Source: an optimization exercise on an open RTL-to-GDS flow (aim: small area, a short achievable clock period and few clock cycles per item). Production flows keep margins and buffers that such runs may drop. Power and IR drop assume default switching activity.

## main
==> flow/design.v <==
module jlfe_xxtea (
    input  wire         clk,
    input  wire         rst,           
    input  wire         cmd_valid,
    output wire         cmd_ready,
    input  wire         cmd_decrypt,   
    input  wire [3:0]   cmd_nm1,       
    input  wire [127:0] cmd_key,       
    input  wire         in_valid,
    output wire         in_ready,
    input  wire [31:0]  in_data,
    output wire         out_valid,
    input  wire         out_ready,
    output wire [31:0]  out_data,
    output wire         out_last
);
    localparam [1:0] S_IDLE = 2'd0,    
                     S_LOAD = 2'd1,    
                     S_PREF = 2'd2,    
                     S_RUN  = 2'd3;    
    reg  [1:0]   state;
    reg          dec;
    reg  [3:0]   nm1;
    reg  [127:0] key;
    reg  [31:0]  v [0:15];
    reg  [3:0]   li;          
    reg  [3:0]   P;           
    reg  [3:0]   PN;          
    reg  [3:0]   PNN;         
    reg  [2:0]   m;           
    reg  [31:0]  W;           
    reg  [31:0]  Y;           
    reg  [31:0]  Z;           
    reg  [31:0]  KW;          
    reg  [31:0]  S;           
    reg          wpend;       
    reg  [3:0]   PP;          
    reg          cdec;        
    reg          LS;          
    reg          cr;          
    reg          ir;          
    reg          olast;       
    reg  [2:0]   AE, AO;      
    reg  [2:0]   R1, R2;      
    reg          F1N, F1C, F1I, F2C, F2I;
    reg  [15:0]  LD;          
    reg          oact;        
    reg  [3:0]   o;           
    reg  [3:0]   onm1;        
    wire running = (state == S_RUN);
    wire loading = (state == S_LOAD);
    wire [31:0] mx_a, mx_b, w_new;
    xxtea_add32 add_a (.a((Z >> 5) ^ (Y << 2)), .b((Y >> 3) ^ (Z << 4)), .ci(1'b0), .s(mx_a));
    xxtea_add32 add_b (.a(S ^ Y), .b(KW ^ Z), .ci(1'b0), .s(mx_b));
    xxtea_add32 add_w (.a(W), .b(mx_a ^ mx_b ^ {32{dec}}), .ci(dec), .s(w_new));
    wire [3:0]  pnn_next  = dec ? ((PNN == 4'd0) ? nm1 : PNN - 4'd1)
                                : ((PNN == nm1)  ? 4'd0 : PNN + 4'd1);
    wire        n2 = (nm1 == 4'd1);
    wire [3:0]  s0 = dec ? nm1 : 4'd0;
    wire [3:0]  s1 = dec ? nm1 - 4'd1 : 4'd1;
    wire [3:0]  s2 = dec ? (n2 ? nm1 : nm1 - 4'd2) : (n2 ? 4'd0 : 4'd2);
    wire [3:0]  rend      = dec ? 4'd0 : nm1;
    wire        round_end = (P == rend);
    wire        last_rnd  = (m == (dec ? 3'd1 : 3'd6));
    wire        last_step = running && LS;
    wire [2:0]  m_next    = round_end ? (dec ? m - 3'd1 : m + 3'd1) : m;
    reg  [31:0] sum_n;
    always @(*) begin
        case (running ? m_next : (dec ? 3'd6 : 3'd1))
            3'd1:    sum_n = 32'h9E3779B9;
            3'd2:    sum_n = 32'h3C6EF372;
            3'd3:    sum_n = 32'hDAA66D2B;
            3'd4:    sum_n = 32'h78DDE6E4;
            3'd5:    sum_n = 32'h1715609D;
            default: sum_n = 32'hB54CDA56;
        endcase
    end
    wire [1:0]  ksel_n = (running ? PN[1:0] : s0[1:0]) ^ sum_n[3:2];
    wire out_more  = oact && (o != onm1);        
    wire out_fire  = oact && out_ready;
    wire out_free  = !oact || (out_ready && (o == onm1));
    assign cmd_ready = cr;
    wire cmd_fire    = cmd_valid && cr;
    assign in_ready  = ir;
    wire in_fire     = in_valid && ir;
    wire load_last   = (li == nm1);
    wire go_run = out_free && ((state == S_PREF) || (loading && in_fire && load_last));
    wire pre    = (state == S_PREF) || (loading && load_last);
    assign out_valid = oact;
    assign out_data  = W;
    assign out_last  = olast;
    wire [31:0] C      = cdec ? Y : Z;
    wire [31:0] wdata  = wpend ? C : in_data;      
    wire [31:0] r_even = v[{AE, 1'b0}];
    wire [31:0] r_odd  = v[{AO, 1'b1}];
    wire [31:0] rd1 = F1N ? w_new : F1C ? C : F1I ? in_data
                    : R1[2] ? r_odd : R1[1] ? v[0] : r_even;
    wire [31:0] rd2 = F2C ? C : F2I ? in_data
                    : R2[2] ? r_odd : R2[1] ? v[0] : r_even;
    integer k;
    always @(posedge clk) begin
        for (k = 0; k < 16; k = k + 1)
            if ((wpend && (PP == k)) || (in_valid && LD[k]))
                v[k] <= wdata;
        if (running || out_fire || (pre && !oact))
            W <= rd1;
        KW <= key[32*ksel_n +: 32];
        S  <= sum_n;
        if (running) begin
            PP   <= P;
            cdec <= dec;
        end
        if (running && (dec || n2))
            Y <= w_new;
        else if (in_fire && dec && (li == 4'd0))
            Y <= in_data;
        else if ((running || pre) && !dec)
            Y <= rd2;
        if (running && (!dec || n2))
            Z <= w_new;
        else if (in_fire && !dec)
            Z <= in_data;
        else if ((running || pre) && dec)
            Z <= rd2;
        if (running) begin
            P   <= PN;
            PN  <= PNN;
            PNN <= pnn_next;
            m   <= m_next;
        end else begin
            P   <= s0;
            PN  <= s1;
            PNN <= s2;
            m   <= dec ? 3'd6 : 3'd1;
        end
        if (rst) begin
            state <= S_IDLE;
            oact  <= 1'b0;
            wpend <= 1'b0;
            LS    <= 1'b0;
            cr    <= 1'b1;
            ir    <= 1'b0;
        end else begin
            state <= nx_state;
            oact  <= nx_oact;
            wpend <= running;
            LS    <= nx_ls;
            cr    <= (nx_state == S_IDLE) || nx_ls;
            ir    <= nx_ir;
        end
        AE  <= nx_ae;
        AO  <= nx_ao;
        R1  <= {nx_a1[0], nx_a1 == 4'd0, !nx_a1[0] && (nx_a1 != 4'd0)};
        R2  <= {nx_a2[0], nx_a2 == 4'd0, !nx_a2[0] && (nx_a2 != 4'd0)};
        F1N <= nx_ls && dec;
        F1C <= running && (nx_a1 == P);
        F2C <= running && (nx_a2 == P);
        F1I <= nx_loading && !nx_out_more && (nx_s0 == nx_li);
        F2I <= nx_loading && (nx_s1 == nx_li);
        for (k = 0; k < 16; k = k + 1)
            LD[k] <= !rst && nx_ir && (nx_li == k);
        o     <= nx_o;
        onm1  <= nx_onm1;
        olast <= (nx_o == nx_onm1);
        li    <= nx_li;
        if (cmd_fire) begin
            dec <= cmd_decrypt;
            nm1 <= cmd_nm1;
            key <= cmd_key;
        end
    end
    reg  [1:0]  nx_state;
    reg         nx_oact;
    reg  [3:0]  nx_o, nx_onm1, nx_li;
    wire        nx_ls = running && (PN == rend) && last_rnd;
    wire        nx_loading  = (nx_state == S_LOAD);
    wire        nx_running  = (nx_state == S_RUN);
    wire        nx_ir       = nx_loading && !running && (!nx_oact || (nx_li <= nx_o));
    wire        nx_out_more = nx_oact && (nx_o != nx_onm1);
    wire        nx_dec      = cmd_fire ? cmd_decrypt : dec;
    wire [3:0]  nx_nm1      = cmd_fire ? cmd_nm1 : nm1;
    wire [3:0]  nx_s0       = nx_dec ? nx_nm1 : 4'd0;
    wire [3:0]  nx_s1       = nx_dec ? nx_nm1 - 4'd1 : 4'd1;
    wire [3:0]  nx_pn       = running ? PNN : s1;
    wire [3:0]  nx_pnn      = running ? pnn_next : s2;
    wire [3:0]  nx_a1       = nx_running ? nx_pn  : (nx_out_more ? nx_o + 4'd1 : nx_s0);
    wire [3:0]  nx_a2       = nx_running ? nx_pnn : nx_s1;
    wire [2:0]  nx_ae       = (!nx_a1[0] && (nx_a1 != 4'd0)) ? nx_a1[3:1] : nx_a2[3:1];
    wire [2:0]  nx_ao       = nx_a1[0] ? nx_a1[3:1] : nx_a2[3:1];
    always @(*) begin
        nx_oact = oact;
        nx_o    = o;
        nx_onm1 = onm1;
        if (last_step) begin
            nx_oact = 1'b1;
            nx_o    = 4'd0;
            nx_onm1 = nm1;
        end else if (out_fire) begin
            if (o == onm1)
                nx_oact = 1'b0;
            nx_o = o + 4'd1;
        end
        nx_li    = in_fire ? li + 4'd1 : li;
        nx_state = state;
        if (cmd_fire) begin
            nx_li    = 4'd0;
            nx_state = S_LOAD;
        end else begin
            case (state)
                S_LOAD:  if (in_fire && load_last)
                             nx_state = go_run ? S_RUN : S_PREF;
                S_PREF:  if (go_run)
                             nx_state = S_RUN;
                S_RUN:   if (last_step)
                             nx_state = S_IDLE;
                default: ;
            endcase
        end
    end
endmodule
module xxtea_add32 (
    input  wire [31:0] a,
    input  wire [31:0] b,
    input  wire        ci,
    output wire [31:0] s
);
    wire [31:0] p0 = a ^ b;
    reg  [31:0] g, p, gn, pn;
    integer d, i;
    always @(*) begin
        g = a & b;
        p = p0;
        g[0] = g[0] | (p0[0] & ci);
        for (d = 1; d < 32; d = d * 2) begin
            gn = g;
            pn = p;
            for (i = d; i < 32; i = i + 1) begin
                gn[i] = g[i] | (p[i] & g[i-d]);
                pn[i] = p[i] & p[i-d];
            end
            g = gn;
            p = pn;
        end
    end
    assign s = p0 ^ {g[30:0], ci};
endmodule
Settings: LEC_CHECK=0, CAP_MARGIN=20, CORE_MARGIN=2, CORE_UTILIZATION=40, CTS_CLUSTER_DIAMETER=80, CTS_CLUSTER_SIZE=20, PLACE_DENSITY=0.6, SLEW_MARGIN=20; clock period 12.0 ns.
standard.sh (not shown) runs the stock make flow with config.mk's settings and CLKGATE_MAP_FILE= SYNTH_SCRIPT=/design/flow/synth_recipe.tcl, a recipe that flattens the netlist after the stock synthesis.
==> flow/flow/run.sh <==
#!/bin/bash
# The standard synthesis and layout, with two changes: the timing repair
# passes aim for more setup slack than the clock period needs, on the worst
# paths only, so they keep speeding up the mixing loop; and the buffer put
# on every input and output port is a plain buf_1.
set -euo pipefail
bash standard.sh synth > synth.log 2>&1
bash standard.sh SETUP_SLACK_MARGIN=9 TNS_END_PERCENT=0 SKIP_GATE_CLONING=1 \
    "BUFFER_PORTS_ARGS=-buffer_cell sky130_fd_sc_hd__buf_1" finish > layout.log 2>&1
Here is what was changed in the inputs of the feature branch compared with main.
diff --git a/flow/design.v b/flow/design.v
--- a/flow/design.v
+++ b/flow/design.v
@@ -85,7 +85,6 @@
     wire in_fire     = in_valid && ir;
     wire load_last   = (li == nm1);
     wire go_run = out_free && ((state == S_PREF) || (loading && in_fire && load_last));
-    wire pre    = (state == S_PREF) || (loading && load_last);
     assign out_valid = oact;
     assign out_data  = W;
     assign out_last  = olast;
@@ -102,7 +101,7 @@
         for (k = 0; k < 16; k = k + 1)
             if ((wpend && (PP == k)) || (in_valid && LD[k]))
                 v[k] <= wdata;
-        if (running || out_fire || (pre && !oact))
+        if (running || go_run || out_fire)
             W <= rd1;
         KW <= key[32*ksel_n +: 32];
         S  <= sum_n;
@@ -114,24 +113,24 @@
             Y <= w_new;
         else if (in_fire && dec && (li == 4'd0))
             Y <= in_data;
-        else if ((running || pre) && !dec)
+        else if ((running || go_run) && !dec)
             Y <= rd2;
         if (running && (!dec || n2))
             Z <= w_new;
         else if (in_fire && !dec)
             Z <= in_data;
-        else if ((running || pre) && dec)
+        else if ((running || go_run) && dec)
             Z <= rd2;
-        if (running) begin
+        if (go_run) begin
+            P   <= s0;
+            PN  <= s1;
+            PNN <= s2;
+            m   <= dec ? 3'd6 : 3'd1;
+        end else if (running) begin
             P   <= PN;
             PN  <= PNN;
             PNN <= pnn_next;
             m   <= m_next;
-        end else begin
-            P   <= s0;
-            PN  <= s1;
-            PNN <= s2;
-            m   <= dec ? 3'd6 : 3'd1;
         end
         if (rst) begin
             state <= S_IDLE;
@@ -181,8 +180,8 @@
     wire [3:0]  nx_nm1      = cmd_fire ? cmd_nm1 : nm1;
     wire [3:0]  nx_s0       = nx_dec ? nx_nm1 : 4'd0;
     wire [3:0]  nx_s1       = nx_dec ? nx_nm1 - 4'd1 : 4'd1;
-    wire [3:0]  nx_pn       = running ? PNN : s1;
-    wire [3:0]  nx_pnn      = running ? pnn_next : s2;
+    wire [3:0]  nx_pn       = go_run ? s1 : running ? PNN : PN;
+    wire [3:0]  nx_pnn      = go_run ? s2 : running ? pnn_next : PNN;
     wire [3:0]  nx_a1       = nx_running ? nx_pn  : (nx_out_more ? nx_o + 4'd1 : nx_s0);
     wire [3:0]  nx_a2       = nx_running ? nx_pnn : nx_s1;
     wire [2:0]  nx_ae       = (!nx_a1[0] && (nx_a1 != 4'd0)) ? nx_a1[3:1] : nx_a2[3:1];
### Flow results
The feature branch against main; final routed wire length divided by cell count is up by a few percent. On non-clock buffer count in the final layout, the lower figure sits with main, not the feature branch. Comparing main and the feature branch, the lower combinational power share is on the feature branch. The startpoint of the most critical setup path comes out Z[7] in one run and Z[10] in the other, namely in main and the feature branch respectively. In the feature branch the number of global-route vias before repair turned out 0.78% higher than in main. Looking only at sequential share of layout area, and setting everything else aside, the lower value of main and the feature branch goes to the feature branch. Going from main to the feature branch, the fraction of synthesized area in multiplexers was found to have gone up by 1.1 points.
No functional check of the RTL was part of any run of this note.

==> port drivers added, routing unchanged <==
The results above use ideal ports. As a check the final layouts listed here were re-extracted and re-timed, cells and wires unchanged.
Step 1: set_driving_cell puts a clkbuf_16 on clk and a buf_2 on each other input, an assumption about the parent block.
Step 2 also shifts input and output timing later by t, the mid clock arrival at the registers, as if the neighbouring blocks saw the same clock.
Three values: ideal, step 1, step 2; two values: the first two.
run	shift t [ns]	setup slack, ns	worst setup path after step 2
main	0.739	6.870 / 6.870 / 6.575	input to register
the feature branch	0.755	6.925 / 6.925 / 6.289	input to register
After both steps every run listed still meets setup and hold. The setup slack of the feature branch, which loses most, moves by 0.000 ns with the drivers and by -0.636 ns with both steps.
